This is an optimization exercise on Yosys and OpenROAD, whose aim is small area, a short achievable clock period and few clock cycles, not a production implementation. Only simulation tests tie the RTL to the original design; equivalence was not proved. Power and IR drop assume default switching activity.

[design.v]
module ppm_sync (
    input  wire        clk,
    input  wire        rst,
    input  wire [31:0] t0,
    input  wire        edge_valid,
    input  wire [31:0] edge_ts,
    output wire        edge_ready,
    input  wire        cmd_valid,
    input  wire [35:0] cmd,
    output wire        cmd_ready,
    output reg         rsp_valid,
    output reg  [31:0] rsp,
    output reg         commit,
    output wire [7:0]  axis1,
    output wire [7:0]  axis2,
    output wire [7:0]  axis3,
    output wire [7:0]  axis4,
    output reg  [1:0]  btn,
    output reg  [6:0]  stat
);
    localparam [3:0] OP_NOP    = 4'h0;
    localparam [3:0] OP_EDGE   = 4'h1;
    localparam [3:0] OP_POLL   = 4'h2;
    localparam [3:0] OP_INSYNC = 4'h3;
    localparam [3:0] OP_SIGP   = 4'h4;
    localparam [3:0] OP_MAPCH  = 4'h5;
    localparam [3:0] OP_RDSLOT = 4'h6;
    localparam [3:0] OP_RDMIN  = 4'h7;
    localparam [3:0] OP_RDMAX  = 4'h8;
    localparam [3:0] OP_RDAXIS = 4'h9;
    localparam [3:0] OP_RDBTN  = 4'hA;
    localparam [3:0] OP_RDSTAT = 4'hB;
    localparam [3:0] OP_RDRAW  = 4'hC;
    localparam [3:0] OP_RDTS   = 4'hD;
    localparam [31:0] PAUSE_MIN    = 32'd5000;
    localparam [31:0] PAUSE_MAX    = 32'd20000;
    localparam [31:0] STALE_LIMIT  = 32'd250000;
    localparam [31:0] CAL_CENTER   = 32'd1500;
    localparam [31:0] CAL_WINDOW   = 32'd30000000;
    localparam [31:0] BTN_THRESH   = 32'd1500;
    localparam [7:0]  NEUTRAL      = 8'd128;
    localparam [1:0] CAL_CALIBRATING = 2'd1;
    localparam [1:0] CAL_CALIBRATED  = 2'd2;
    localparam [2:0] K_IMM  = 3'd0;    
    localparam [2:0] K_POLL = 3'd1;    
    localparam [2:0] K_MAP  = 3'd2;    
    localparam [2:0] K_AX   = 3'd3;    
    localparam [2:0] K_RD   = 3'd4;    
    localparam DEPTH = 8;
    integer i, j;
    function automatic sum_zero;
        input [32:0] a, b;
        input integer k, m;
        input c;
        integer n;
        begin
            sum_zero = ((a[k] ^ b[k]) == c);
            for (n = k + 1; n <= m; n = n + 1)
                sum_zero = sum_zero && ((a[n] ^ b[n]) == (a[n-1] | b[n-1]));
        end
    endfunction
    function automatic sum_ones;
        input [32:0] a, b;
        input integer k, m;
        input c;
        integer n;
        begin
            sum_ones = ((a[k] ^ b[k]) != c);
            for (n = k + 1; n <= m; n = n + 1)
                sum_ones = sum_ones && ((a[n] ^ b[n]) != (a[n-1] & b[n-1]));
        end
    endfunction
    reg [31:0] frame    [0:6];
    reg [2:0]  idx;
    reg [31:0] t_last;
    reg        sync_trusted;
    reg        frame_done;
    reg [31:0] cmin     [1:6];
    reg [31:0] cmax     [1:6];
    reg [1:0]  cal_state;
    reg [31:0] cal_start;
    reg [31:0] last_raw [1:4];
    reg [7:0]  axis     [1:4];      
    reg [1:0]  button;
    assign axis1 = axis[1];
    assign axis2 = axis[2];
    assign axis3 = axis[3];
    assign axis4 = axis[4];
    reg [4:1]  dirty;        
    reg [63:0] mres;         
    reg [4:1]  gen;          
    reg [4:1]  fl;           
    reg        cal_busy;     
    reg [6:1]  cal_oh;       
    reg        w2v;          
    reg [6:1]  w2_oh;        
    reg        w2_lo, w2_hi; 
    reg        eb_v;
    reg [31:0] eb_ts;
    reg [1:0]  eprec;       
    reg [1:0]  ccnt;        
    reg [35:0] cb, cb1;     
    wire sel_e = eb_v && (eprec == 2'd0);
    wire sel_c = (ccnt != 2'd0) && !sel_e;
    reg        ev;           
    reg        e_port;       
    reg [3:0]  op;
    reg [31:0] arg;          
    reg [31:0] diff;         
    reg        e_axis;       
    reg        e_slot;       
    reg        e_chan;       
    reg        e_btnch;      
    reg        e_a0, e_a1;   
    reg        e_calx;       
    reg        e_pres;       
    reg        e_rsr;        
    reg [6:0]  e_aoh;        
    wire c_edge = (op == OP_EDGE);
    wire c_poll = (op == OP_POLL);
    wire c_mapx = (op == OP_MAPCH);
    wire c_rd32 = (op == OP_RDSLOT) || (op == OP_RDMIN) || (op == OP_RDMAX) ||
                  (op == OP_RDRAW) || (op == OP_RDTS);
    wire [2:0] a3 = arg[2:0];
    wire [1:0] a_ch = a3[1:0] - 2'd1;    
    reg [2:0]  f_kind [0:DEPTH-1];
    reg [8:0]  f_data [0:DEPTH-1];
    reg [6:0]  f_stat [0:DEPTH-1];
    reg [5:0]  f_aux  [0:DEPTH-1];    
    reg [DEPTH-1:0] f_v;
    reg [2:0]  rp, wp;
    reg [31:0] rdata;
    reg        rd_busy;
    reg  [7:0] infl;        
    wire [2:0] h_kind = f_kind[rp];
    wire [8:0] h_data = f_data[rp];
    wire [5:0] h_aux  = f_aux[rp];
    wire       h_v    = f_v[rp];
    wire [4:1] h_upd  = h_data[7:4];
    wire [4:1] h_mch  = 4'b0001 << h_data[1:0];
    wire [3:0] h_gen  = h_aux[3:0];
    reg  [4:1]  h_busy;
    reg  [31:0] h_res;
    always @(*) begin
        for (j = 1; j <= 4; j = j + 1) begin
            h_busy[j] = infl[2*(j-1) + h_gen[j-1]];
            h_res[8*j-1 -: 8] = mres[16*(j-1) + 8*h_gen[j-1] +: 8];
        end
    end
    reg  h_ready;
    always @(*) begin
        case (h_kind)
            K_POLL:  h_ready = (h_upd & h_busy) == 4'd0;
            K_MAP:   h_ready = (h_mch & h_busy) == 4'd0;
            default: h_ready = 1'b1;
        endcase
    end
    wire pop = h_v && h_ready;
    reg [7:0] need;
    reg [4:1] used;
    always @(*) begin
        need = 8'd0;
        for (j = 0; j < DEPTH; j = j + 1) begin
            used = 4'd0;
            if (f_v[j] && f_kind[j] == K_POLL) used = f_data[j][7:4];
            if (f_v[j] && f_kind[j] == K_MAP)  used = 4'b0001 << f_data[j][1:0];
            for (i = 1; i <= 4; i = i + 1)
                if (used[i]) need[2*(i-1) + f_aux[j][i-1]] = 1'b1;
        end
    end
    wire [2:0]  next_k  = (idx == 3'd6) ? 3'd0 : idx + 3'd1;
    wire        edge_fc = (next_k == 3'd6);
    wire        edge_rs = !sync_trusted && e_rsr;
    wire [4:1]  k_oh    = {next_k == 3'd4, next_k == 3'd3, next_k == 3'd2, next_k == 3'd1};
    wire        present  = e_pres;
    wire        in_sync  = frame[0] >= PAUSE_MIN;
    wire        cal1     = (cal_state == CAL_CALIBRATING);
    wire        cal2     = (cal_state == CAL_CALIBRATED);
    wire        cal_exp  = cal1 && e_calx;
    wire        p_insync = present && in_sync;
    wire        p_sample = p_insync && cal1 && frame_done;
    wire        p_fwd    = p_insync && cal2;
    wire [4:1]  upd      = p_fwd ? fl : 4'd0;
    wire [1:0] btn_new = {!(frame[6] > BTN_THRESH), !(frame[5] > BTN_THRESH)};
    wire [6:0]  s_oh  = cal_busy ? {cal_oh, 1'b0} : e_aoh;
    reg  [31:0] s_fr, s_mn, s_mx, s_lr;
    always @(*) begin
        s_fr = 32'd0;
        s_mn = 32'd0;
        s_mx = 32'd0;
        s_lr = 32'd0;
        for (i = 0; i <= 6; i = i + 1)
            if (s_oh[i]) s_fr = s_fr | frame[i];
        for (i = 1; i <= 6; i = i + 1)
            if (s_oh[i]) begin
                s_mn = s_mn | cmin[i];
                s_mx = s_mx | cmax[i];
            end
        for (i = 1; i <= 4; i = i + 1)
            if (s_oh[i]) s_lr = s_lr | last_raw[i];
    end
    wire [8:0]  tl_lo  = {1'b0, s_mn[7:0]} + {1'b0, ~s_fr[7:0]};
    wire [8:0]  th_lo  = {1'b0, s_fr[7:0]} + {1'b0, ~s_mx[7:0]};
    wire        lo_upd = sum_zero({1'b0, s_mn}, {1'b1, ~s_fr}, 8, 32, tl_lo[8]) && (tl_lo[7:0] < 8'd200);
    wire        hi_upd = sum_zero({1'b0, s_fr}, {1'b1, ~s_mx}, 8, 32, th_lo[8]) && (th_lo[7:0] < 8'd200);
    reg [31:0] rd_val;
    always @(*) begin
        case (op)
            OP_RDSLOT: rd_val = e_slot ? s_fr : 32'd0;
            OP_RDMIN:  rd_val = e_chan ? s_mn : 32'd0;
            OP_RDMAX:  rd_val = e_chan ? s_mx : 32'd0;
            OP_RDRAW:  rd_val = e_axis ? s_lr : 32'd0;
            default:   rd_val = e_a0 ? t_last : e_a1 ? cal_start : 32'd0;
        endcase
    end
    reg [4:1]  cur_busy;
    reg [31:0] cur_res;
    reg [4:1]  blocked;     
    always @(*) begin
        for (i = 1; i <= 4; i = i + 1) begin
            cur_busy[i] = infl[2*(i-1) + gen[i]];
            cur_res[8*i-1 -: 8] = mres[16*(i-1) + 8*gen[i] +: 8];
            blocked[i]  = need[2*(i-1) + !gen[i]] || infl[2*(i-1) + !gen[i]];
        end
    end
    wire [6:0] stat_now = {idx, cal_state, frame_done, sync_trusted};
    reg  [2:0] r_kind;
    reg  [8:0] r_data;
    reg  [6:0] r_stat;
    reg  [1:0] r_btn;
    always @(*) begin
        r_kind = K_IMM;
        r_data = 9'd0;
        r_stat = stat_now;
        r_btn  = button;
        case (op)
            OP_EDGE: begin
                r_data = {7'd0, edge_rs, edge_fc};
                r_stat = {edge_rs ? 3'd0 : next_k, cal_state,
                          !edge_rs && (edge_fc || frame_done), edge_rs || sync_trusted};
            end
            OP_POLL: begin
                r_kind = K_POLL;
                r_data = {cal_exp, upd, p_fwd, p_sample, p_insync, present};
                r_stat = {idx, cal_exp ? CAL_CALIBRATED : cal_state, 1'b0,
                          sync_trusted && !(present && !in_sync)};
                r_btn  = p_fwd ? btn_new : button;
            end
            OP_INSYNC: r_data = {8'd0, in_sync};
            OP_SIGP:   r_data = {8'd0, present};
            OP_MAPCH: begin
                if (e_axis && (cur_busy & e_aoh[4:1]) != 4'd0) begin
                    r_kind = K_MAP;
                    r_data = {7'd0, a3[1:0] - 2'd1};
                end else if (e_axis) begin
                    r_data = {1'b0, cur_res[8*a_ch +: 8]};
                end else if (e_btnch) begin
                    r_data = {8'd0, (a3[0] ? frame[5] : frame[6]) > BTN_THRESH};
                end
            end
            OP_RDAXIS: begin
                if (e_axis) begin
                    r_kind = K_AX;
                    r_data = {7'd0, a3[1:0] - 2'd1};
                end
            end
            OP_RDBTN:  r_data = {7'd0, button};
            OP_RDSTAT: r_data = {2'd0, stat_now};
            OP_RDSLOT, OP_RDMIN, OP_RDMAX, OP_RDRAW, OP_RDTS: r_kind = K_RD;
            default: ;
        endcase
    end
    wire f_full = &f_v;
    reg [4:1] walk_left;
    always @(*) begin
        walk_left[1] = cal_busy && cal_oh[1];
        for (i = 2; i <= 4; i = i + 1)
            walk_left[i] = walk_left[i-1] || (cal_busy && cal_oh[i]);
        walk_left = walk_left | (w2v ? w2_oh[4:1] : 4'd0);
    end
    reg [6:0] walk_slot;    
    always @(*) begin
        walk_slot[0] = 1'b0;
        walk_slot[1] = cal_busy && cal_oh[1];
        for (i = 2; i <= 6; i = i + 1)
            walk_slot[i] = walk_slot[i-1] || (cal_busy && cal_oh[i]);
    end
    wire [6:0] k_oh7 = 7'b1 << next_k;
    wire haz_edge = c_edge && ((k_oh7 & walk_slot) != 7'd0);
    wire haz_cmd  = !e_port && (cal_busy || w2v) &&
                    (c_rd32 || (c_poll && (frame_done || !cal1)));
    wire haz_poll = !e_port && c_poll && cal2 && (dirty != 4'd0);
    wire haz_map  = !e_port && c_mapx && e_axis && (((dirty | walk_left) & e_aoh[4:1]) != 4'd0);
    wire haz_rd   = !e_port && c_rd32 && rd_busy;
    wire haz_full = !e_port && f_full && !pop;
    wire go       = ev && !(haz_edge || haz_cmd || haz_poll || haz_map || haz_rd || haz_full);
    wire go_c     = go && !e_port;
    wire do_edge  = go && c_edge;
    wire do_poll  = go_c && c_poll;
    assign edge_ready = !eb_v;
    assign cmd_ready  = !ccnt[1];
    wire take_e = !rst && edge_valid && edge_ready;
    wire take_c = !rst && cmd_valid && cmd_ready;
    wire        e_load = (!ev || go) && (sel_e || sel_c);
    wire        ld_c   = e_load && sel_c;
    wire        ld_e   = e_load && sel_e;
    wire [35:0] n_cmd  = sel_c ? cb : {OP_EDGE, eb_ts};
    wire [31:0] n_arg  = n_cmd[31:0];
    wire [31:0] tl_eff = (ev && c_edge) ? arg : t_last;
    wire [15:0] d_lo15 = {1'b0, n_arg[14:0]} + {1'b0, ~tl_eff[14:0]} + 16'd1;
    wire [18:0] d_lo18 = {1'b0, n_arg[17:0]} + {1'b0, ~tl_eff[17:0]} + 19'd1;
    wire [25:0] c_lo25 = {1'b0, n_arg[24:0]} + {1'b0, ~cal_start[24:0]} + 26'd1;
    always @(posedge clk) begin
        if (edge_ready) eb_ts <= edge_ts;
        if (ld_c)
            cb <= ccnt[1] ? cb1 : cmd;
        else if (ccnt == 2'd0)
            cb <= cmd;
        if (ccnt == 2'd1 && !ld_c) cb1 <= cmd;
        if (e_load) begin
            e_port  <= !sel_c;
            op      <= n_cmd[35:32];
            arg     <= n_arg;
            diff    <= n_arg - tl_eff;
            e_axis  <= (n_arg >= 32'd1) && (n_arg <= 32'd4);
            e_slot  <= n_arg <= 32'd6;
            e_chan  <= (n_arg >= 32'd1) && (n_arg <= 32'd6);
            e_btnch <= (n_arg == 32'd5) || (n_arg == 32'd6);
            e_a0    <= n_arg == 32'd0;
            e_a1    <= n_arg == 32'd1;
            e_calx  <= !(sum_zero({1'b0, n_arg}, {1'b0, ~cal_start}, 25, 31, c_lo25[25]) &&
                         (c_lo25[24:0] < CAL_WINDOW[24:0]));
            e_pres  <= sum_zero({1'b0, n_arg}, {1'b0, ~tl_eff}, 18, 31, d_lo18[18]) &&
                       (d_lo18[17:0] <= STALE_LIMIT[17:0]);
            e_rsr   <= sum_zero({1'b0, n_arg}, {1'b0, ~tl_eff}, 15, 31, d_lo15[15]) &&
                       (d_lo15[14:0] > PAUSE_MIN[14:0]) && (d_lo15[14:0] < PAUSE_MAX[14:0]);
            e_aoh   <= 7'b1 << n_arg[2:0];
        end
        if (rst) begin
            eb_v  <= 1'b0;
            eprec <= 2'd0;
            ccnt  <= 2'd0;
            ev    <= 1'b0;
        end else begin
            ccnt <= ccnt + {1'b0, take_c} - {1'b0, ld_c};
            if (take_e) begin
                eb_v  <= 1'b1;
                eprec <= ccnt - {1'b0, ld_c};
            end else begin
                if (ld_e) eb_v <= 1'b0;
                if (ld_c && eprec != 2'd0) eprec <= eprec - 2'd1;
            end
            if (e_load)  ev <= 1'b1;
            else if (go) ev <= 1'b0;
        end
    end
    always @(posedge clk) begin
        if (rst) begin
            for (i = 0; i <= 6; i = i + 1) frame[i] <= 32'd0;
            idx          <= 3'd0;
            t_last       <= t0;
            sync_trusted <= 1'b0;
            frame_done   <= 1'b0;
            for (i = 1; i <= 6; i = i + 1) begin
                cmin[i] <= CAL_CENTER;
                cmax[i] <= CAL_CENTER;
            end
            cal_state    <= CAL_CALIBRATING;
            cal_start    <= t0;
            for (i = 1; i <= 4; i = i + 1) last_raw[i] <= 32'd0;
            button       <= 2'b00;
            cal_busy     <= 1'b0;
            cal_oh       <= 6'd1;
            w2v          <= 1'b0;
        end else begin
            if (do_edge) begin
                t_last <= arg;
                idx    <= edge_rs ? 3'd0 : next_k;
                for (i = 0; i <= 6; i = i + 1)
                    if (k_oh7[i] || (i == 0 && edge_rs)) frame[i] <= diff;
                if (edge_rs) begin
                    sync_trusted <= 1'b1;
                    frame_done   <= 1'b0;
                end else if (edge_fc) begin
                    frame_done   <= 1'b1;
                end
            end
            if (do_poll) begin
                frame_done <= 1'b0;
                if (present && !in_sync) sync_trusted <= 1'b0;
                if (p_sample) begin
                    cal_busy <= 1'b1;
                    cal_oh   <= 6'd1;
                end
                if (cal_exp) cal_state <= CAL_CALIBRATED;
                if (p_fwd) begin
                    button <= btn_new;
                    for (i = 1; i <= 4; i = i + 1)
                        if (fl[i]) last_raw[i] <= frame[i];
                end
            end
            w2v   <= cal_busy;
            w2_oh <= cal_oh;
            w2_lo <= lo_upd;
            w2_hi <= hi_upd;
            if (cal_busy) begin
                cal_oh <= {cal_oh[5:1], 1'b0};
                if (cal_oh[6]) cal_busy <= 1'b0;
            end
            if (w2v)
                for (i = 1; i <= 6; i = i + 1)
                    if (w2_oh[i]) begin
                        if (w2_lo) cmin[i] <= frame[i];
                        if (w2_hi) cmax[i] <= frame[i];
                    end
        end
    end
    reg [31:0] h_val;
    always @(*) begin
        case (h_kind)
            K_MAP:   h_val = {24'd0, h_res[8*h_data[1:0] +: 8]};
            K_AX:    h_val = {24'd0, axis[h_data[1:0] + 3'd1]};
            K_RD:    h_val = rdata;
            default: h_val = {23'd0, h_data};
        endcase
    end
    always @(posedge clk) begin
        if (rst) begin
            f_v       <= {DEPTH{1'b0}};
            rp        <= 3'd0;
            wp        <= 3'd0;
            rd_busy   <= 1'b0;
            rsp_valid <= 1'b0;
            commit    <= 1'b0;
            btn       <= 2'b00;
            for (i = 1; i <= 4; i = i + 1) axis[i] <= NEUTRAL;
        end else begin
            rsp_valid <= pop;
            commit    <= pop && h_kind == K_POLL;
            if (pop) begin
                rsp     <= h_val;
                stat    <= f_stat[rp];
                f_v[rp] <= 1'b0;
                rp      <= rp + 3'd1;
                if (h_kind == K_RD) rd_busy <= 1'b0;
                if (h_kind == K_POLL) begin
                    btn <= h_aux[5:4];
                    for (i = 1; i <= 4; i = i + 1)
                        if (h_upd[i]) axis[i] <= h_res[8*i-1 -: 8];
                end
            end
            if (go_c) begin
                f_kind[wp] <= r_kind;
                f_data[wp] <= r_data;
                f_stat[wp] <= r_stat;
                f_aux[wp]  <= {r_btn, gen};
                f_v[wp]    <= 1'b1;
                wp         <= wp + 3'd1;
                if (r_kind == K_RD) begin
                    rdata   <= rd_val;
                    rd_busy <= 1'b1;
                end
            end
        end
    end
    reg        u_busy [1:4];
    reg        u_gen  [1:4];
    reg [2:0]  u_cnt  [1:4];
    reg [33:0] u_r    [1:4];    
    reg [6:0]  u_s    [1:4];    
    reg [31:0] u_w    [1:4];    
    reg        av;
    reg [4:1]  ac;              
    reg        ag;
    reg [32:0] ad;              
    reg [32:0] aw;              
    always @(*) begin
        infl = 8'd0;
        for (i = 1; i <= 4; i = i + 1)
            if ((av && ac[i]) || u_busy[i]) begin
                if (av && ac[i])  infl[2*(i-1) + ag] = 1'b1;
                if (u_busy[i])    infl[2*(i-1) + u_gen[i]] = 1'b1;
            end
    end
    reg [4:1] u_soon;
    always @(*) begin
        for (i = 1; i <= 4; i = i + 1)
            u_soon[i] = !u_busy[i] || (u_cnt[i] >= 3'd5);
    end
    wire [4:1] w2_chg = (w2v && (w2_lo || w2_hi)) ? w2_oh[4:1] : 4'd0;
    wire [4:1] trig = (do_edge ? k_oh : 4'd0) | w2_chg;
    reg  [4:1] ic;              
    wire       iv     = (ic & dirty) != 4'd0;
    wire [4:1] ic_oh  = iv ? ic : 4'd0;
    wire [4:1] nxt    = (dirty | ((ev && c_edge) ? k_oh : 4'd0) | w2_chg) &
                        ~blocked & u_soon & ~ic_oh & ~(av ? ac : 4'd0);
    wire [4:1] nxt_oh = nxt[1] ? 4'b0001 : nxt[2] ? 4'b0010 : nxt[3] ? 4'b0100 :
                        nxt[4] ? 4'b1000 : 4'b0000;
    reg [31:0] m_p, m_lo, m_hi, m_lr;
    always @(*) begin
        m_p = 32'd0; m_lo = 32'd0; m_hi = 32'd0; m_lr = 32'd0;
        for (i = 1; i <= 4; i = i + 1)
            if (ic[i]) begin
                m_p  = m_p  | frame[i];
                m_lo = m_lo | cmin[i];
                m_hi = m_hi | cmax[i];
                m_lr = m_lr | last_raw[i];
            end
    end
    wire [32:0] m_d  = {1'b0, m_p} - {1'b0, m_lo};
    wire [32:0] m_w  = {1'b0, m_hi} - {1'b0, m_lo};
    wire [5:0]  f_lo  = {1'b0, m_p[4:0]} + {1'b0, ~m_lr[4:0]} + 6'd1;
    wire        f_pos = sum_zero({1'b0, m_p}, {1'b1, ~m_lr}, 5, 32, f_lo[5]) && (f_lo[4:0] <= 5'd20);
    wire        f_neg = sum_ones({1'b0, m_p}, {1'b1, ~m_lr}, 5, 32, f_lo[5]) && (f_lo[4:0] >= 5'd12);
    wire        m_fl  = !(f_pos || f_neg);
    wire b_degen = aw[32] || (aw[31:0] == 32'd0);
    wire b_low   = ad[32] || (ad[31:0] == 32'd0);
    wire b_high  = ad[31:0] >= aw[31:0];
    wire b_div   = !b_degen && !b_low && !b_high;
    wire [7:0]  b_fixed = b_degen ? NEUTRAL : (b_low ? 8'd0 : 8'd255);
    wire [40:0] b_n = {ad[31:0], 9'd0} - {8'd0, ad[31:0], 1'd0} + {9'd0, aw[31:0]};
    reg ag_n;
    always @(*) begin
        ag_n = 1'b0;
        for (i = 1; i <= 4; i = i + 1)
            if (ic[i]) ag_n = !gen[i];
    end
    always @(posedge clk) begin
        ac <= ic;
        ag <= ag_n;
        ad <= m_d;
        aw <= m_w;
    end
    reg [34:0] u_t  [1:4];
    reg [4:1]  u_ge;
    reg [4:1]  u_load;
    always @(*) begin
        for (i = 1; i <= 4; i = i + 1) begin
            u_t[i]    = {1'b0, u_r[i]} - {2'b0, u_w[i], 1'b0};
            u_ge[i]   = !u_t[i][34];
            u_load[i] = av && b_div && ac[i];
        end
    end
    always @(posedge clk) begin
        for (i = 1; i <= 4; i = i + 1) begin
            if (u_load[i]) begin
                u_r[i]   <= b_n[40:7];
                u_s[i]   <= b_n[6:0];
                u_w[i]   <= aw[31:0];
                u_gen[i] <= ag;
                u_cnt[i] <= 3'd0;
            end else begin
                u_r[i]   <= {(u_ge[i] ? u_t[i][32:0] : u_r[i][32:0]), u_s[i][6]};
                u_s[i]   <= {u_s[i][5:0], u_ge[i]};
                u_cnt[i] <= u_cnt[i] + 3'd1;
            end
        end
    end
    always @(posedge clk) begin
        if (rst) begin
            dirty <= 4'd0;
            fl    <= 4'd0;
            mres  <= {8{NEUTRAL}};
            gen   <= 4'd0;
            ic    <= 4'd0;
            av    <= 1'b0;
            for (i = 1; i <= 4; i = i + 1) u_busy[i] <= 1'b0;
        end else begin
            dirty <= (dirty & ~ic_oh) | trig;
            ic    <= nxt_oh;
            av    <= iv;
            for (i = 1; i <= 4; i = i + 1) begin
                if (ic_oh[i]) begin
                    gen[i] <= !gen[i];
                    fl[i]  <= m_fl;
                end
                if (av && !b_div && ac[i])
                    mres[16*(i-1) + 8*ag +: 8] <= b_fixed;
                if (u_busy[i] && u_cnt[i] == 3'd7) begin
                    u_busy[i] <= 1'b0;
                    mres[16*(i-1) + 8*u_gen[i] +: 8] <= {u_s[i], u_ge[i]};
                end
                if (u_load[i]) u_busy[i] <= 1'b1;
            end
            if (do_poll && p_fwd)
                fl <= 4'd0;        
        end
    end
endmodule
[flow/run.sh]
#!/bin/bash
set -euo pipefail
export SETUP_SLACK_MARGIN=8.0
bash standard.sh > standard.log 2>&1
[standard.sh]
#!/bin/bash
# synth_recipe.tcl (not shown) runs the flow's synth.tcl, then flattens the netlist and writes it again
# the make line also repeats each setting of config.mk as NAME=value (left out here)
make -C /OpenROAD-flow-scripts/flow DESIGN_CONFIG=/design/flow/config.mk WORK_HOME=/design/flow/orfs CLKGATE_MAP_FILE= SYNTH_SCRIPT=/design/flow/synth_recipe.tcl "${@:-finish}"
[config.mk]
export PLATFORM = sky130hd
export DESIGN_NAME = ppm_sync
export DESIGN_NICKNAME = ppm_sync
export VERILOG_FILES = /design/flow/design.v
export SDC_FILE = /design/flow/constraint.sdc
export NUM_CORES = 4
export LEC_CHECK = 0
export CAP_MARGIN = 20
export CORE_MARGIN = 2
export CORE_UTILIZATION = 40
export SLEW_MARGIN = 30
[constraint.sdc]
create_clock -name core_clock -period 12.0 [get_ports {clk}]
set_input_delay 2.4000 -clock core_clock [delete_from_list [all_inputs] [get_ports {clk}]]
set_output_delay 2.4000 -clock core_clock [all_outputs]
set_load 0.01 [all_outputs]
==> results of run 1 <==
-- synth_stat cells (all sizes together), types with 180 or more instances --
master     n  share of area (%)
xnor2    221                2.0
nand3    275                1.5
o21ai    235                1.2
mux2i    221                2.4
a21oi   1153                6.1
a211oi   180                1.4
inv      535                2.1
edfxtp   664                 21
dfxtp   1145                 24
ha       499                6.6
nand2   1819                7.3
nor2     417                1.7
clkbuf   467                1.9
a22oi    470                3.7
-- cell type report --
cell class / instances / share of cell area, %
Timing Repair Buffer: 750 / 7.99
Clock inverter: 103 / 1.10
Inverter: 539 / 1.76
Antenna cell: 14 / 0.0294
Sequential cell: 1809 / 36.0
Clock buffer: 263 / 4.52
Multi-Input combinational cell: 7304 / 45.2
Timing Repair inverter: 4 / 0.0294
Tap cell: 3150 / 3.30
-- flip-flops by register name (all words and copies together) (netlist names), 24 cells and up, named ones only --
signal,count
rsp,32
cb1,36
f_aux,48
u_w,128
f_kind,24
ad,33
cmin,192
axis,32
u_r,136
f_stat,56
eb_ts,32
mres,64
cmax,192
t_last,32
u_s,28
diff,32
aw,33
cb,36
arg,32
rdata,32
last_raw,128
f_data,72
cal_start,32
frame,224
-- worst max-delay path, delay by kind of cell, from the launching register on --
family,cells,cell delay [ns]
AO/OA/AOI/OAI,2,0.96
XOR/XNOR,1,0.25
adder cells (fa/ha/maj),1,0.35
buffers and inverters,4,0.77
flip-flops,1,0.36
multiplexers,1,0.45
AND/OR/NAND/NOR,4,1.43
-- cells by family after synthesis --
logic type	count (synthesis)
mux	386
fa+ha+maj	531
compound gates	2842
simple gates	3147
buf+inv	1139
flops	1809
xor+xnor	363
-- power by group --
group	switching, µW	total (µW)	internal [µW]	leakage [µW]
combinational	8080	13300	5220	0.0265
clock	2740	6390	3660	0.00325
sequential	1020	8450	7430	0.0156
-- how the worst max path moves through the flow --
stage / from / to / slack (ns) / depth (start not counted)
6_report: cal_busy$_SDFF_PP0_ / w2_hi$_DFFE_PN_ / 7.27 / 13
5_1_grt: cal_busy$_SDFF_PP0_ / w2_hi$_DFFE_PN_ / 7.36 / 12
4_1_cts: eprec[1]$_SDFFE_PP0P_ / e_calx$_DFFE_PP_ / 7.58 / 20
3_5_place_dp: flop / op[1]$_SDFFCE_PN0P_ / 6.03 / 11
3_3_place_gp: flop / op[0]$_SDFFCE_PN1P_ / 6.14 / 11
2_1_floorplan: flop / arg[0]$_DFFE_PP_ / 7.73 / 13
-- what timing repair did --
item / CTS / global route
setup endpoints to repair: 1515 / 1108
buffers inserted: 152 / 185
gates resized for setup: 566 / 1387
gates cloned: 32 / 108
pin swaps: 84 / 643
-- metal layers --
layer | vias up | part of all wire (%) | global-route usage, %
met4 | 34 | 8.1 | 17.8
met1 | 43100 | 36 | 38.8
li1 | 37700 | - | -
met3 | 1949 | 14 | 9.20
met5 | - | 0.13 | 0
met2 | 6518 | 41 | 46.2
-- metrics by stage --
step / cell area (µm²) / power [µW]
after floorplan: 95000 / 15100
after global placement: 99400 / 18400
after detailed placement: 99500 / 18600
after CTS: 110000 / 26100
after global routing: 119000 / 29200
final: 119000 / 28100
==> impl_results.md, run 1 <==
- Largest net degree at the start of global routing: 204
- Worst Clk Skew: 0.0545 ns
- # clock sinks: 1809
- Final Util: 50.8%
- Grt ovf: 0
- Total vias in the final route: 89.3k
- Storage element area: 43000 µm²
- Hpwl dp: 246000 µm
- Setup crit start kind: flop
- Worst VDD drop: 222 µV
- Ports: 181
- Slew Viols, Final: 35
- Placement Setup Slack: 6.03 ns
- Vias in the first global route: 80.7k
- Synth Area in XOR/XNOR: 3.37%
- Fillers: 20.8k
- Row cnt: 178
- Fmax achieved: 211 MHz
- Synth cell types: 94
- CTS tree: done
- Final net count: 11.2k
- Syn nets: 10.9k
- WL final: 431000 µm
- Most frequently used flop master after synthesis: dfxtp_1
- Worst skew pair latency: 0.89 ns
- Cell count after synthesis: 10.2k
- H-tree depth: 4
- CP max stage cell: a2111oi_4
- Synth warnings: 21
- Max-Cap Viols: 3
- CP peak stage delay: 0.71 ns
- Power density over cell area: 236 nW/µm²
- Hold Crit Start: u_r[1][0]$_DFF_P_
- First-pass GRT wire length: 551000 µm
- Root Driver: clkbuf_16
- Final Non-Filler Cells: 13.9k
- Initial antenna violation count: 23
- Starting DRC count in detailed routing: 13.2k
- GPL Wtd Cong: 0.970
- Worst hold path stage count: 2
- Layout checks that failed: capacitance limit, slew limit
- Adder-cell area share of the yosys netlist: 7.29%
- Critical path's most frequent cell: buf_4
- Worst Hold Class: reg2reg
- Min Hold Slack: 0.433 ns
- CTS Buf Count: 197
- RSZ-0062 raised after global routing: yes
- CP cell instances: buf_12 > mux2_8 > buf_4 > buf_4 > a22oi_1 > nand3_2 > ha_1 > xnor2_1 > nor4_4 > nand3_2 > or4_4 > a2111oi_4 > buf_4
- Core area: 235000 µm²
- Die Y: 490 µm
- Max-Slew Margin vs Limit: -21.2%
- Die boundary width: 490 µm
- Final antenna-violating net count: 0
- Hold Path Sink: u_r[1][1]$_DFF_P_
- Synthesized flop and latch total: 1809
- EDFF count, synth: 664
- Post-synthesis mux area share: 5.14%
- Reg clk slew, reported paths: 0.07 ns
- Tmin final: 4.73 ns
- Setup-failing EPs final: 0
- Die area: 240000 µm²
- TNS Setup: 0 ns
- Reg2Reg Setup Slack: 7.27 ns
- Clk buf depth: 3
- Drt wl/cell: 30.9 µm
- Cell area after synthesis: 94500 µm²
- Share of cells above drive strength 1: 20.7%
- Synth Area in Compound Gates: 19.5%
- Async S/R FF share, synth: 0%
- Area delta synth->final: 26.3%
- Routed vias/inst: 6.41
- Fin crit share: 39.4%
- Final Hold Vio Count: 0
- Post-Synth Simple-Gate Area: 14.6%
- Worst setup margin: 7.27 ns
- Crit Reg-Reg Startpoint: cal_busy$_SDFF_PP0_
- Crit Path Category: reg2reg
- Leakage power: 0.0453 µW
- Overall Global Routing Usage: 30.7%
- Seq/Total Area, Yosys: 45.4%
- Largest family of logic cells by synthesized area: compound AO/OA/AOI/OAI gates
- Drt first pass iters: 10
- Port Buffers: 180
- DP Cell Count: 13.1k
- Area occupied by multi-input gates: 54000 µm²
- Most frequent cells in the layout: nand2_1 (1426), dfxtp_1 (1076), a21oi_1 (863), edfxtp_1 (664), inv_1 (513)
- Worst Path Required: 12.76 ns
- Actual slew at the worst max-slew pin: 1.82 ns
- CP arrival: 5.49 ns
- Critical Path Fanout Max: 8
- Crit end category: flop
- Initial Util: 40.2%
- Status: complete, but fails checks
- Reg2Reg Depth: 13
- Syn_area_per_cell: 9.25 µm²
- Most common cell after layout, fill and taps aside: nand2_1
- Drt drc: 0
- FF-to-FF End: w2_hi$_DFFE_PN_
- Hold_buf cts: 0
Testbench counts, summed over its fixed seeds: cycles 21,435.
==> inputs of run 2 (changes only) <==
--- a/design.v
+++ b/design.v
@@ -306,10 +306,16 @@
     wire        ld_e   = e_load && sel_e;
     wire [35:0] n_cmd  = sel_c ? cb : {OP_EDGE, eb_ts};
     wire [31:0] n_arg  = n_cmd[31:0];
-    wire [31:0] tl_eff = (ev && c_edge) ? arg : t_last;
-    wire [15:0] d_lo15 = {1'b0, n_arg[14:0]} + {1'b0, ~tl_eff[14:0]} + 16'd1;
-    wire [18:0] d_lo18 = {1'b0, n_arg[17:0]} + {1'b0, ~tl_eff[17:0]} + 19'd1;
-    wire [25:0] c_lo25 = {1'b0, n_arg[24:0]} + {1'b0, ~cal_start[24:0]} + 26'd1;
+    reg  [31:0] tl_pend;
+    wire [31:0] ca     = cb[31:0];
+    wire [15:0] d_lo15 = {1'b0, ca[14:0]} + {1'b0, ~tl_pend[14:0]} + 16'd1;
+    wire [15:0] e_lo15 = {1'b0, eb_ts[14:0]} + {1'b0, ~tl_pend[14:0]} + 16'd1;
+    wire [18:0] d_lo18 = {1'b0, ca[17:0]} + {1'b0, ~tl_pend[17:0]} + 19'd1;
+    wire [25:0] c_lo25 = {1'b0, ca[24:0]} + {1'b0, ~cal_start[24:0]} + 26'd1;
+    wire        rs_c   = sum_zero({1'b0, ca}, {1'b0, ~tl_pend}, 15, 31, d_lo15[15]) &&
+                         (d_lo15[14:0] > PAUSE_MIN[14:0]) && (d_lo15[14:0] < PAUSE_MAX[14:0]);
+    wire        rs_e   = sum_zero({1'b0, eb_ts}, {1'b0, ~tl_pend}, 15, 31, e_lo15[15]) &&
+                         (e_lo15[14:0] > PAUSE_MIN[14:0]) && (e_lo15[14:0] < PAUSE_MAX[14:0]);
     always @(posedge clk) begin
         if (edge_ready) eb_ts <= edge_ts;
         if (ld_c)
@@ -321,27 +327,28 @@
             e_port  <= !sel_c;
             op      <= n_cmd[35:32];
             arg     <= n_arg;
-            diff    <= n_arg - tl_eff;
-            e_axis  <= (n_arg >= 32'd1) && (n_arg <= 32'd4);
-            e_slot  <= n_arg <= 32'd6;
-            e_chan  <= (n_arg >= 32'd1) && (n_arg <= 32'd6);
-            e_btnch <= (n_arg == 32'd5) || (n_arg == 32'd6);
-            e_a0    <= n_arg == 32'd0;
-            e_a1    <= n_arg == 32'd1;
-            e_calx  <= !(sum_zero({1'b0, n_arg}, {1'b0, ~cal_start}, 25, 31, c_lo25[25]) &&
+            diff    <= n_arg - tl_pend;
+            e_axis  <= (ca >= 32'd1) && (ca <= 32'd4);
+            e_slot  <= ca <= 32'd6;
+            e_chan  <= (ca >= 32'd1) && (ca <= 32'd6);
+            e_btnch <= (ca == 32'd5) || (ca == 32'd6);
+            e_a0    <= ca == 32'd0;
+            e_a1    <= ca == 32'd1;
+            e_calx  <= !(sum_zero({1'b0, ca}, {1'b0, ~cal_start}, 25, 31, c_lo25[25]) &&
                          (c_lo25[24:0] < CAL_WINDOW[24:0]));
-            e_pres  <= sum_zero({1'b0, n_arg}, {1'b0, ~tl_eff}, 18, 31, d_lo18[18]) &&
+            e_pres  <= sum_zero({1'b0, ca}, {1'b0, ~tl_pend}, 18, 31, d_lo18[18]) &&
                        (d_lo18[17:0] <= STALE_LIMIT[17:0]);
-            e_rsr   <= sum_zero({1'b0, n_arg}, {1'b0, ~tl_eff}, 15, 31, d_lo15[15]) &&
-                       (d_lo15[14:0] > PAUSE_MIN[14:0]) && (d_lo15[14:0] < PAUSE_MAX[14:0]);
-            e_aoh   <= 7'b1 << n_arg[2:0];
+            e_rsr   <= sel_c ? rs_c : rs_e;
+            e_aoh   <= 7'b1 << ca[2:0];
         end
         if (rst) begin
-            eb_v  <= 1'b0;
-            eprec <= 2'd0;
-            ccnt  <= 2'd0;
-            ev    <= 1'b0;
+            eb_v    <= 1'b0;
+            eprec   <= 2'd0;
+            ccnt    <= 2'd0;
+            ev      <= 1'b0;
+            tl_pend <= t0;
         end else begin
+            if (e_load && n_cmd[35:32] == OP_EDGE) tl_pend <= n_arg;
             ccnt <= ccnt + {1'b0, take_c} - {1'b0, ld_c};
             if (take_e) begin
                 eb_v  <= 1'b1;
==> run.sh (new file) <==
#!/bin/bash
# synth_recipe.tcl (not shown) runs the flow's synth.tcl, then flattens the netlist and writes it again
# the make line also repeats each setting of config.mk as NAME=value (left out here)
make -C /OpenROAD-flow-scripts/flow DESIGN_CONFIG=/design/flow/config.mk WORK_HOME=/design/flow/orfs CLKGATE_MAP_FILE= SYNTH_SCRIPT=/design/flow/synth_recipe.tcl finish
--- a/config.mk
+++ b/config.mk
@@ -8,4 +8,5 @@
 export CAP_MARGIN = 20
 export CORE_MARGIN = 2
 export CORE_UTILIZATION = 40
+export SETUP_SLACK_MARGIN = 5
 export SLEW_MARGIN = 30
removed: flow/run.sh
removed: standard.sh
==> impl_results.md, run 2 <==
- Hold_buf cts: 0 (unchanged)
- Largest registers: frame (224), cmax (192), cmin (192)
- Leading area contributor after synthesis: dfxtp_1
- Top post-synthesis cells by area: dfxtp_1 (23%), edfxtp_1 (21%), ha_1 (6.9%)
- Most frequent cell after synthesis: nand2_1
- CP cell instances: inv_1 > ha_1 > a21oi_4 > buf_4 > clkinv_1 > nand2_1 > nand2_1 > ha_1 > nor2b_1 > o21a_1 > o21ai_0 > a21oi_1 > o2111ai_1 > a21boi_0 > o31ai_1 > o31ai_1 > a21o_1 > a21oi_1 > xnor2_1
- Syn_area_per_cell: 9.33 µm² (+0.86%)
- Most common cell after layout, fill and taps aside: nand2_1
- Cell area after synthesis: 98800 µm² (+4.6%)
- Worst Path Required: 12.65 ns (-0.11 ns)
- Actual slew at the worst max-slew pin: 1.14 ns (-0.674 ns)
- Worst Hold Class: reg2reg
- Reg2Reg Setup Slack: 6.24 ns (-1.03 ns)
- Drt first pass iters: 8 (-2)
- Row cnt: 182 (+2.2%)
- Post-synthesis mux area share: 5.60% (+0.46 points)
- Area occupied by multi-input gates: 50800 µm² (-5.9%)
- Leakage power: 0.0417 µW (-7.9%)
- Synthesized flop and latch total: 1841 (+1.8%)
- Post-cts sizing count: 0 (-100%)
- Post-Synth Simple-Gate Area: 15.1% (+0.48 points)
- Ports: 181 (unchanged)
- Async S/R FF share, synth: 0% (unchanged)
- Total vias in the final route: 86.1k (-3.6%)
- FF-to-FF End: diff[28]$_DFFE_PP_
- First-pass GRT wire length: 554000 µm (+0.56%)
- Drt wl/cell: 27.8 µm (-10%)
- Placement Setup Slack: 5.89 ns (-0.135 ns)
- Reg clk slew, reported paths: 0.06 ns (about the same)
- Synth cell types: 95 (+1.1%)
- CTS Buf Count: 196 (-0.51%)
- Cell count after synthesis: 10.6k (+3.7%)
- Setup crit start kind: flop
- Synth Area in Compound Gates: 19.0% (-0.40 points)
- Initial antenna violation count: 15 (-35%)
- CTS tree: done
- Most frequently used flop master after synthesis: dfxtp_1
- Share of cells above drive strength 1: 9.08% (-12 points)
- Bufs and invs on worst path: 3 (-1)
- Synth Area in XOR/XNOR: 3.60% (+0.23 points)
- # clock sinks: 1841 (+1.8%)
- Reg2Reg Depth: 19 (+6)
- Vias in the first global route: 81.0k (+0.35%)
- Root Driver: clkbuf_16
- H-tree depth: 4 (unchanged)
- Max-Slew Margin vs Limit: 24.0% (+45 points)
- Worst hold path stage count: 2 (unchanged)
- Drt drc: 0 (unchanged)
- Most frequent cells in the layout: nand2_1 (1610), dfxtp_1 (1134), a21oi_1 (1005), edfxtp_1 (696), nor2_1 (581)
- Starting DRC count in detailed routing: 11.4k (-13%)
- Hold Path Sink: u_r[3][1]$_DFF_P_
- Adder-cell area share of the yosys netlist: 7.62% (+0.33 points)
- Synth top area share: 23.2% (-1.1 points)
- Critical Path Fanout Max: 56 (+48)
- Synth warnings: 21 (unchanged)
- Max-Cap Viols: 0 (-3)
- Power density over cell area: 238 nW/µm² (+0.83%)
- Grt ovf: 0 (unchanged)
- Area delta synth->final: 12.1%
- Crit end category: flop
- Clk buf depth: 3 (unchanged)
- Hold Crit Start: u_r[3][0]$_DFF_P_
- Largest family of logic cells by synthesized area: compound AO/OA/AOI/OAI gates
- Die Y: 501 µm (+2.2%)
- Tmin final: 5.76 ns (+1.03 ns)
- Die boundary width: 501 µm (+2.2%)
- CP max stage cell: clkinv_1
- EDFF count, synth: 696 (+4.8%)
- Initial Util: 40.2% (about the same)
- GPL Wtd Cong: 0.953 (-1.8%)
- Crit Reg-Reg Startpoint: eprec[0]$_SDFFE_PP0P_
- Post-CTS repair timing setup buffer count: 0 (-100%)
- Final Hold Vio Count: 0 (unchanged)
- Core area: 246000 µm² (+4.6%)
- Final net count: 11.2k (-0.53%)
- Most flops, register: frame
- Overall Global Routing Usage: 29.5% (-1.1 points)
- TNS Setup: 0 ns (unchanged)
- DP Cell Count: 13.5k (+3.3%)
- Worst VDD drop: 186 µV (-16%)
- Worst skew pair latency: 0.91 ns (+0.02 ns)
- Die area: 251000 µm² (+4.5%)
- Fmax achieved: 174 MHz (-18%)
- Fin crit share: 48.0% (+8.6 points)
- Power Total: 26300 µW (-6.4%)
- Max reg flops: 224 (unchanged)
- Status: complete, no violations
- RSZ-0062 raised after global routing: no
- Worst Clk Skew: 0.0602 ns (+0.00569 ns)
- WL final: 386000 µm (-10%)
- Setup-failing EPs final: 0 (unchanged)
- Top Family by Delay on Critical Path: compound AO/OA/AOI/OAI gates
- Routed vias/inst: 6.20 (-3.3%)
- CP arrival: 6.41 ns (+0.92 ns)
- Crit Path Category: reg2reg
- Storage element area: 43800 µm² (+1.9%)
- Port Buffers: 180 (unchanged)
- CP peak stage delay: 0.74 ns (+0.03 ns)
- Slew Viols, Final: 0 (-100%)
- Worst setup margin: 6.24 ns (-1.03 ns)
- Fillers: 23.3k (+12%)
- Final antenna-violating net count: 0 (unchanged)
- Hpwl dp: 259000 µm (+5.1%)
- Largest net degree at the start of global routing: 170 (-17%)
- Final Non-Filler Cells: 13.9k (-0.32%)
- Syn nets: 11.3k (+3.9%)
- Seq/Total Area, Yosys: 44.4% (-1.0 points)
- Commonest cells in the netlist: nand2_1 (1612), dfxtp_1 (1145), a21oi_1 (1011)
- Worst path depth: 19 (+6)
run 2: changes by cell type after synthesis, moves of 36 or more:
cell	delta
nand3_2	+80
mux2_2	+72
a21oi_2	+81
a211oi_1	+43
xnor2_1	+36
a21oi_1	-141
ha_1	+48
nor2_1	+172
nand2_1	-201
run 2: worst min-delay path, stage by stage (launching register included):
cell and delay, ns:
dfxtp_1 0.31, nand2_1 0.05, nand2_1 0.05
run 2: metrics by stage:
stage          hold WS (ns)  area, µm²  util [%]
2_1_floorplan         0.329      98800         -
3_3_place_gp          0.418     104000      42.2
3_5_place_dp          0.417     104000      42.2
4_1_cts               0.434     111000      45.1
5_1_grt               0.463     111000      45.1
6_report              0.432     111000      45.1
run 2: cell type report:
type                       count  share of cell area (%)
multi-input combinational   7562                    45.9
sequential                  1841                    39.6
clock buffer                 254                    4.91
tap                         3220                    3.64
timing repair buffer         327                    2.70
inverter                     567                    1.93
clock inverter               118                    1.39
antenna                        3                 0.00678
run 2: layer usage:
layer | share of wire [%] | vias to the layer above | global-route usage [%]
met1 | 40 | 41600 | 39.2
met2 | 44 | 5180 | 45.3
met5 | 0.029 | - | 0
met3 | 11 | 1224 | 6.61
li1 | - | 38100 | -
met4 | 5.7 | 16 | 14.4
run 2: cells by family (layout without fill, tap and decap cells):
kind of cell / after synthesis / after routing
fa+ha+maj: 581 / 581
mux: 455 / 455
compound gates: 2840 / 2840
simple gates: 3280 / 3280
buf+inv: 1189 / 1266
flops: 1841 / 1841
other cells: 0 / 3
xor+xnor: 406 / 406
run 2: worst max-delay path by stage:
stage                                      from                         to  slack (ns)
final                     eprec[0]$_SDFFE_PP0P_         diff[28]$_DFFE_PP_        6.24
after floorplan                            flop       tl_pend[0]$_DFFE_PP_        5.79
after global placement                      rst  frame[5][19]$_SDFFE_PP0P_        5.97
after detailed placement                    rst  frame[3][22]$_SDFFE_PP0P_        5.89
after CTS                 eprec[0]$_SDFFE_PP0P_         diff[28]$_DFFE_PP_        6.34
after global routing      eprec[0]$_SDFFE_PP0P_         diff[28]$_DFFE_PP_        5.80
run 2: report_power, final:
part	leakage (µW)	internal [µW]	total [µW]	switching (µW)
clock network	0.00339	3760	6580	2820
logic	0.0225	3960	11200	7200
registers	0.0159	7580	8600	1020
total	0.0417	15300	26300	11000
Testbench counts of run 2, summed over its fixed seeds: cycles 21,435.
==> inputs of run 3 (changes only) <==
==> flow/run.sh (new file) <==
#!/bin/bash
# Layout flow: the standard ORFS flow (standard.sh) with the same SDC,
# clock period and settings, run in two parts:
#  * synthesis to clock tree synthesis, with timing repair (repair_timing
#    after CTS) asked to leave 8 ns of setup slack at the design's 12 ns
#    period, so it also shortens paths that already meet the period;
#  * global routing to the final layout, with a smaller repair target, so
#    the repair after global routing only touches the slowest paths.
# Gate cloning is left out of timing repair: clones loaded some drivers up
# to the max-slew and max-capacitance limits.
# Each part's full output goes to a log file of its own here.
set -euo pipefail
export SKIP_GATE_CLONING=1
SETUP_SLACK_MARGIN=8.0 bash standard.sh cts > standard_cts.log 2>&1
SETUP_SLACK_MARGIN=7.0 bash standard.sh > standard_finish.log 2>&1
==> standard.sh (new file) <==
#!/bin/bash
# synth_recipe.tcl (not shown) runs the flow's synth.tcl, then flattens the netlist and writes it again
# the make line also repeats each setting of config.mk as NAME=value (left out here)
make -C /OpenROAD-flow-scripts/flow DESIGN_CONFIG=/design/flow/config.mk WORK_HOME=/design/flow/orfs CLKGATE_MAP_FILE= SYNTH_SCRIPT=/design/flow/synth_recipe.tcl "${@:-finish}"
--- a/config.mk
+++ b/config.mk
@@ -8,5 +8,4 @@
 export CAP_MARGIN = 20
 export CORE_MARGIN = 2
 export CORE_UTILIZATION = 40
-export SETUP_SLACK_MARGIN = 5
 export SLEW_MARGIN = 30
removed: run.sh
==> impl_results.md, run 3 <==
- Status: complete, no violations
- Fin crit share: 37.5% (-10 points)
- Row cnt: 182 (unchanged)
- Slew Viols, Final: 0 (unchanged)
- Async S/R FF share, synth: 0% (unchanged)
- Routed length on met3: 44400 µm (+8.9%)
- Pint: 15900 µW (+4.1%)
- # clock sinks: 1841 (unchanged)
- Grt ovf: 0 (unchanged)
- Crit Path Category: reg2reg
- Hpwl dp: 254000 µm (-1.9%)
- Reg clk slew, reported paths: 0.06 ns (about the same)
- CTS Buf Count: 200 (+2.0%)
- Clk buf depth: 3 (unchanged)
- Initial Util: 40.2% (unchanged)
- Largest net degree at the start of global routing: 196 (+15%)
- Worst Clk Skew: 0.0802 ns (+0.0200 ns)
- Post-route cell area: 114000 µm² (+3.3%)
- Final net count: 11.3k (+1.4%)
- Commonest cells in the netlist: nand2_1 (1612), dfxtp_1 (1145), a21oi_1 (1011)
- RSZ-0062 raised after global routing: no
- Power density over cell area: 241 nW/µm² (+1.3%)
- Vias in the first global route: 83.6k (+3.2%)
- Min Hold Slack: 0.428 ns (-0.00390 ns)
- Max-Slew Margin vs Limit: 23.2% (-0.73 points)
- Most flops, register: frame
- Most frequently used flop master after synthesis: dfxtp_1
- Cell area after synthesis: 98800 µm² (unchanged)
- Top sig layer: met5
- Most frequent cell after synthesis: nand2_1
- Seq/Total Area, Yosys: 44.4% (unchanged)
- Die Y: 501 µm (unchanged)
- Die boundary width: 501 µm (unchanged)
- Total vias in the final route: 87.1k (+1.2%)
- Setup crit start kind: flop
- Root Driver: clkbuf_16
- Comb power frac: 44.9% (+2.5 points)
- CP cell instances: nor4_1 > nand3_1 > nor3_1 > a21oi_1 > o41ai_1 > o21ai_0 > a311o_1
- Drt wl/cell: 28.5 µm (+2.6%)
- Met1 WL: 157000 µm (+1.5%)
- Wire length on met2: 171000 µm (+1.6%)
- Die area: 251000 µm² (unchanged)
- Synth cell types: 95 (unchanged)
- Top post-synthesis cells by area: dfxtp_1 (23%), edfxtp_1 (21%), ha_1 (6.9%)
- Max reg flops: 224 (unchanged)
- Storage element area: 43900 µm² (+0.19%)
- Worst Path Required: 12.54 ns (-0.11 ns)
- Actual slew at the worst max-slew pin: 1.15 ns (+0.0110 ns)
- Fillers: 22.8k (-2.0%)
- Routed vias/inst: 6.20 (about the same)
- Top Family by Delay on Critical Path: simple AND/OR/NAND/NOR gates
- Area occupied by multi-input gates: 51600 µm² (+1.7%)
- Setup-failing EPs final: 0 (unchanged)
- Sw frac: 42.2% (+0.27 points)
- Syn_area_per_cell: 9.33 µm² (unchanged)
- Max-Cap Viols: 0 (unchanged)
- CP peak stage delay: 0.82 ns (+0.08 ns)
- Most common cell after layout, fill and taps aside: nand2_1
- Synth top area share: 23.2% (unchanged)
- Syn nets: 11.3k (unchanged)
- Fmax achieved: 222 MHz (+28%)
- DP Area: 104000 µm² (about the same)
- Drt drc: 0 (unchanged)
- EDFF count, synth: 696 (unchanged)
- Final antenna-violating net count: 0 (unchanged)
- Critical Path Fanout Max: 8 (-86%)
- Bufs and invs on worst path: 0 (-3)
- Synthesized flop and latch total: 1841 (unchanged)
- Ports: 181 (unchanged)
- CTS tree: done
- Area delta synth->final: 15.8%
- Worst Hold Class: reg2reg
- Initial antenna violation count: 25 (+10)
- Worst VDD drop: 179 µV (-3.8%)
- CP max stage cell: nor4_1
- GPL Wtd Cong: 0.976 (+2.5%)
- Register share of total power: 31.1% (-1.5 points)
- Cell count after synthesis: 10.6k (unchanged)
- Largest registers: frame (224), cmax (192), cmin (192)
- Sw power: 11600 µW (+5.3%)
- Final Hold Vio Count: 0 (unchanged)
- Leakage power: 0.0433 µW (+3.7%)
- Core area: 246000 µm² (unchanged)
- Share of cells above drive strength 1: 11.9% (+2.9 points)
- Synth warnings: 21 (unchanged)
- Drt first pass iters: 9 (+1)
- CP arrival: 5.05 ns (-1.36 ns)
- WL final: 400000 µm (+3.8%)
- Port Buffers: 180 (unchanged)
- H-tree depth: 4 (unchanged)
- Most frequent cells in the layout: nand2_1 (1605), dfxtp_1 (1094), a21oi_1 (995), edfxtp_1 (696), nor2_1 (578)
- First-pass GRT wire length: 573000 µm (+3.4%)
- Overall Global Routing Usage: 30.8% (+1.3 points)
- Worst skew pair latency: 0.94 ns (+0.03 ns)
- Crit end category: flop
- Leading area contributor after synthesis: dfxtp_1
- TNS Setup: 0 ns (unchanged)
- Starting DRC count in detailed routing: 11.6k (+1.6%)
- Clock share of power: 24.0% (-1.0 points)
- Tmin final: 4.50 ns (-1.26 ns)
-- run 3: repair_timing --
action,CTS,global route
resized for setup,559,0
buffers inserted,167,0
setup endpoints to repair,1607,0
endpoints found under the hold margin,0,0
hold buffers,0,0
-- run 3: path summary, 6_finish.rpt --
check,start,end,slack (ns),depth (start not counted)
worst min-delay path,u_r[3][0]$_DFF_P_,u_r[3][1]$_DFF_P_,0.43,2
worst max register to register,frame[6][23]$_SDFFE_PP0P_,f_data[5][0]$_DFFE_PP_,7.50,7
worst min register to register,u_r[3][0]$_DFF_P_,u_r[3][1]$_DFF_P_,0.43,2
worst max-delay path,frame[6][23]$_SDFFE_PP0P_,f_data[5][0]$_DFFE_PP_,7.50,7
-- run 3: final cells by class --
type                            instances  area share, %
Antenna cell                            8         0.0175
Clock buffer                          278           4.89
Clock inverter                         96           1.26
Inverter                              567           1.90
Multi-Input combinational cell       7562           45.1
Sequential cell                      1841           38.4
Tap cell                             3220           3.52
Timing Repair Buffer                  480           4.86
-- run 3: metal layers --
metal	GRT usage (%)	up-vias
li1	-	38400
met1	39.3	42000
met2	46.5	5291
met3	8.39	1447
met4	18.3	14
met5	0	-
-- run 3: metrics by stage --
stage	total power [µW]	setup WS, ns	cells	util (%)
5_1_grt	28800	7.56	14000	46.6
6_report	27600	7.50	14100	46.6
2_1_floorplan	15700	6.99	10600	-
3_3_place_gp	19500	5.70	13500	42.2
3_5_place_dp	19700	5.71	13500	42.2
4_1_cts	27300	7.87	14000	46.5
-- run 3: power by group through the flow --
stage          combinational [µW]  sequential (µW)  clock (µW)
3_3_place_gp                10800             8660           0
2_1_floorplan                7620             8120           0
6_report                    12400             8570        6610
3_5_place_dp                11000             8680           0
4_1_cts                     12200             8530        6650
5_1_grt                     13300             8630        6890
-- run 3: logic make-up (layout without fill, tap and decap cells) --
group	count (synthesis)	count (layout)	synth area share (%)
and+or+nand+nor	3280	3280	15.1
xor gates and xnor gates	406	406	3.60
muxes	455	455	5.60
other	0	8	0
adders and majority gates	581	581	7.62
buffers and inverters	1189	1421	4.71
DFF	1841	1841	44.4
AOI/OAI and AO/OA	2840	2840	19.0
-- run 3: worst min-delay path, delay by kind of cell (launching register included) --
kind	cells	cell delay (ns)
DFF	1	0.30
and+or+nand+nor	2	0.09
==> inputs of run 4 (changes only) <==
--- a/config.mk
+++ b/config.mk
@@ -8,4 +8,6 @@
 export CAP_MARGIN = 20
 export CORE_MARGIN = 2
 export CORE_UTILIZATION = 40
+export CTS_CLUSTER_DIAMETER = 60
+export CTS_CLUSTER_SIZE = 25
 export SLEW_MARGIN = 30
==> impl_results.md, run 4 <==
- Adder-cell area share of the yosys netlist: 7.62% (unchanged)
- Routed vias/inst: 6.22 (+0.37%)
- Sw power: 11500 µW (-0.84%)
- Row cnt: 182 (unchanged)
- Clk buf depth: 3 (unchanged)
- Async S/R FF share, synth: 0% (unchanged)
- Hpwl dp: 254000 µm (unchanged)
- CP arrival: 4.99 ns (-0.06 ns)
- Hold_buf cts: 0 (unchanged)
- Synth cell types: 95 (unchanged)
- Fmax achieved: 223 MHz (+0.37%)
- Max reg flops: 224 (unchanged)
- Initial Util: 40.2% (unchanged)
- Most frequent cells in the layout: nand2_1 (1605), dfxtp_1 (1096), a21oi_1 (998), edfxtp_1 (696), nor2_1 (578)
- Most common cell after layout, fill and taps aside: nand2_1
- Leakage power: 0.0424 µW (-2.0%)
- CP max stage cell: nor4_1
- Syn_area_per_cell: 9.33 µm² (unchanged)
- Pint: 14900 µW (-6.6%)
- Worst Hold Class: reg2reg
- Crit end category: flop
- Most flops, register: frame
- Starting DRC count in detailed routing: 11.3k (-2.3%)
- CTS tree: done
- Crit Path Category: reg2reg
- EDFF count, synth: 696 (unchanged)
- Initial antenna violation count: 23 (-8.0%)
- Top post-synthesis cells by area: dfxtp_1 (23%), edfxtp_1 (21%), ha_1 (6.9%)
- Commonest cells in the netlist: nand2_1 (1612), dfxtp_1 (1145), a21oi_1 (1011)
- Ports: 181 (unchanged)
- Total vias in the final route: 86.7k (-0.50%)
- Die boundary width: 501 µm (unchanged)
- Bufs and invs on worst path: 0 (unchanged)
- Reg2Reg Depth: 7 (unchanged)
- Drt first pass iters: 9 (unchanged)
- Final net count: 11.3k (-0.63%)
- H-tree depth: 4 (unchanged)
- Crit Reg-Reg Startpoint: frame[5][23]$_SDFFE_PP0P_
- Reg2Reg Setup Slack: 7.51 ns (+0.02 ns)
- Die area: 251000 µm² (unchanged)
- Die Y: 501 µm (unchanged)
- RSZ-0062 raised after global routing: no
- Worst VDD drop: 180 µV (+0.46%)
- Synth Area in XOR/XNOR: 3.60% (unchanged)
- Drt wl/cell: 28.5 µm (+0.25%)
- Cell count after synthesis: 10.6k (unchanged)
- Post-synthesis mux area share: 5.60% (unchanged)
- Fillers: 23.0k (+0.77%)
- Critical Path Fanout Max: 8 (unchanged)
- Grt ovf: 0 (unchanged)
- Drt drc: 0 (unchanged)
- Port Buffers: 180 (unchanged)
- Comb power frac: 46.8% (+1.9 points)
- Largest registers: frame (224), cmax (192), cmin (192)
- Status: complete, no violations
- Setup crit start kind: flop
- FF-to-FF End: f_data[5][0]$_DFFE_PP_
- CP peak stage delay: 0.93 ns (+0.11 ns)
- # clock sinks: 1841 (unchanged)
- TNS Setup: 0 ns (unchanged)
- Tmin final: 4.49 ns (-0.0167 ns)
- Root Driver: clkbuf_16
- Power Total: 26400 µW (-4.1%)
- CP startpoint: frame[5][23]$_SDFFE_PP0P_
- Synth top area share: 23.2% (unchanged)
- Sw frac: 43.6% (+1.5 points)
- First-pass GRT wire length: 569000 µm (-0.72%)
- Max-Slew Margin vs Limit: 26.2% (+3.0 points)
- Worst Clk Skew: 0.0555 ns (-0.0248 ns)
- Most frequently used flop master after synthesis: dfxtp_1
- GPL Wtd Cong: 0.976 (unchanged)
- Setup-failing EPs final: 0 (unchanged)
- Most frequent cell after synthesis: nand2_1
- Worst path depth: 7 (unchanged)
- Worst Path Required: 12.50 ns (-0.04 ns)
- Final Hold Vio Count: 0 (unchanged)
- Reg clk slew, reported paths: 0.09 ns (+0.03 ns)
- Register share of total power: 32.4% (+1.3 points)
- WL final: 398000 µm (-0.62%)
- Core area: 246000 µm² (unchanged)
- Post-Synth Simple-Gate Area: 15.1% (unchanged)
- Clock share of power: 20.8% (-3.2 points)
- Max-Cap Viols: 0 (unchanged)
- Leading area contributor after synthesis: dfxtp_1
- CTS Buf Count: 146 (-27%)
- Final antenna-violating net count: 0 (unchanged)
- Cell area after synthesis: 98800 µm² (unchanged)
- Synthesized flop and latch total: 1841 (unchanged)
- Slew Viols, Final: 0 (unchanged)
- Syn nets: 11.3k (unchanged)
- Fin crit share: 37.4% (-0.14 points)
- Area delta synth->final: 13.8%
- Share of cells above drive strength 1: 11.0% (-0.90 points)
- Overall Global Routing Usage: 30.6% (-0.21 points)
- Power density over cell area: 235 nW/µm² (-2.4%)
- Synth warnings: 21 (unchanged)
- Worst skew pair latency: 0.87 ns (-0.07 ns)
- Synth Area in Compound Gates: 19.0% (unchanged)
- CP cell instances: nor4_1 > nand3_1 > nor2_1 > a21oi_1 > o41ai_1 > o21ai_0 > a311o_1
- Largest family of logic cells by synthesized area: compound AO/OA/AOI/OAI gates
- Vias in the first global route: 82.8k (-1.1%)
- Seq/Total Area, Yosys: 44.4% (unchanged)
- Top Family by Delay on Critical Path: simple AND/OR/NAND/NOR gates
- Actual slew at the worst max-slew pin: 1.11 ns (-0.0444 ns)
- Largest net degree at the start of global routing: 100 (-49%)
- CP endpoint: f_data[5][0]$_DFFE_PP_
==> run 4: cell counts after synthesis <==
Identical to the previous run, type by type.
==> run 4: worst reg2reg max path: cells and delay by family (launching register included) <==
family | cells | cell delay (ns)
flops | 1 | 0.44
compound gates | 4 | 1.69
simple gates | 3 | 1.99
==> run 4: layout make-up <==
class / count / area [µm²] / area share, %
antenna: 7 / 17.5 / 0.0156
clock inverter: 101 / 1370 / 1.22
inverter: 567 / 2170 / 1.93
sequential: 1841 / 43900 / 39.1
timing repair buffer: 463 / 5290 / 4.70
tap: 3220 / 4030 / 3.58
multi-input combinational: 7562 / 51600 / 45.9
clock buffer: 169 / 3990 / 3.55
==> run 4: power groups by stage <==
| stage | clock (µW) | sequential [µW] | combinational, µW |
|---|---|---|---|
| after floorplan | 0 | 8120 | 7620 |
| after global placement | 0 | 8660 | 10800 |
| after detailed placement | 0 | 8680 | 11000 |
| after CTS | 5540 | 8500 | 12100 |
| after global routing | 5780 | 8600 | 13300 |
| final | 5510 | 8540 | 12400 |
==> run 4: kinds of logic after synthesis <==
group                    Yosys count
XOR/XNOR                         406
multiplexers                     455
AO/OA/AOI/OAI                   2840
buffers and inverters           1189
AND/OR/NAND/NOR                 3280
adder cells (fa/ha/maj)          581
flip-flops                      1841
==> run 4: worst min-delay path by stage <==
stage                       from                 to  slack (ns)  cells past startpoint
6_report       u_r[2][0]$_DFF_P_  u_r[2][1]$_DFF_P_        0.43                      2
2_1_floorplan   ic[1]$_SDFF_PP0_      ac[1]$_DFF_P_        0.33                      0
3_5_place_dp   u_r[2][0]$_DFF_P_  u_r[2][1]$_DFF_P_        0.42                      2
4_1_cts        u_r[2][0]$_DFF_P_  u_r[2][1]$_DFF_P_        0.43                      2
5_1_grt        u_r[3][0]$_DFF_P_  u_r[3][1]$_DFF_P_        0.47                      2
3_3_place_gp   u_r[2][0]$_DFF_P_  u_r[2][1]$_DFF_P_        0.41                      2
==> run 4: what timing repair did <==
item,CTS,global route
setup buffers,150,0
endpoints found under the setup margin,1634,0
gates resized for setup,439,0
==> run 4: per-layer routing <==
| metal | vias to the layer above | routed length, µm | share of wire, % | global-route usage (%) |
|---|---|---|---|---|
| met2 | 5076 | 171000 | 43 | 46.7 |
| li1 | 38300 | - | - | - |
| met3 | 1383 | 43900 | 11 | 8.36 |
| met1 | 42000 | 156000 | 39 | 39.1 |
| met5 | - | 211 | 0.053 | 0.174 |
| met4 | 24 | 26300 | 6.6 | 16.8 |
==> run 4: per-stage QoR <==
step	util [%]	cells	hold slack, ns	worst slack, ns	instance area [µm²]
6_report	45.7	13900	0.433	7.51	112000
2_1_floorplan	-	10600	0.329	6.99	99000
3_5_place_dp	42.2	13500	0.415	5.71	104000
5_1_grt	45.7	13900	0.470	7.52	112000
4_1_cts	45.7	13900	0.434	7.85	112000
3_3_place_gp	42.2	13500	0.410	5.70	104000

-- separate check: timing with driven ports --
The flow's constraints put no driver on any port. The routed layouts listed below were extracted and timed again, unchanged, in two steps.
Step 1 sets driving cells, clkbuf_16 on the clock port and buf_2 on the other inputs (assumed; they add their load-dependent delay and slew).
Step 2 also shifts input and output timing later by t, the mid clock arrival at the registers, as if the neighbouring blocks saw the same clock.
Slacks: no drivers / after step 1 / after step 2; pairs: no drivers / after step 1.
| run | shift t [ns] | slack for setup (ns) | worst setup path after step 2 | worst slew at a driven data input, ns |
|---|---|---|---|---|
| run 1 | 0.961 | 7.266 / 7.266 / 6.907 | input to register | 0.06 |
| run 2 | 0.977 | 6.238 / 6.238 / 6.120 | input to register | 0.06 |
| run 3 | 0.986 | 7.497 / 7.497 / 6.882 | input to register | 0.07 |
| run 4 | 0.935 | 7.513 / 7.513 / 7.024 | input to register | 0.08 |
For run 3, which loses most, drivers alone change the setup slack by 0.000 ns; drivers and shift together by -0.615 ns.
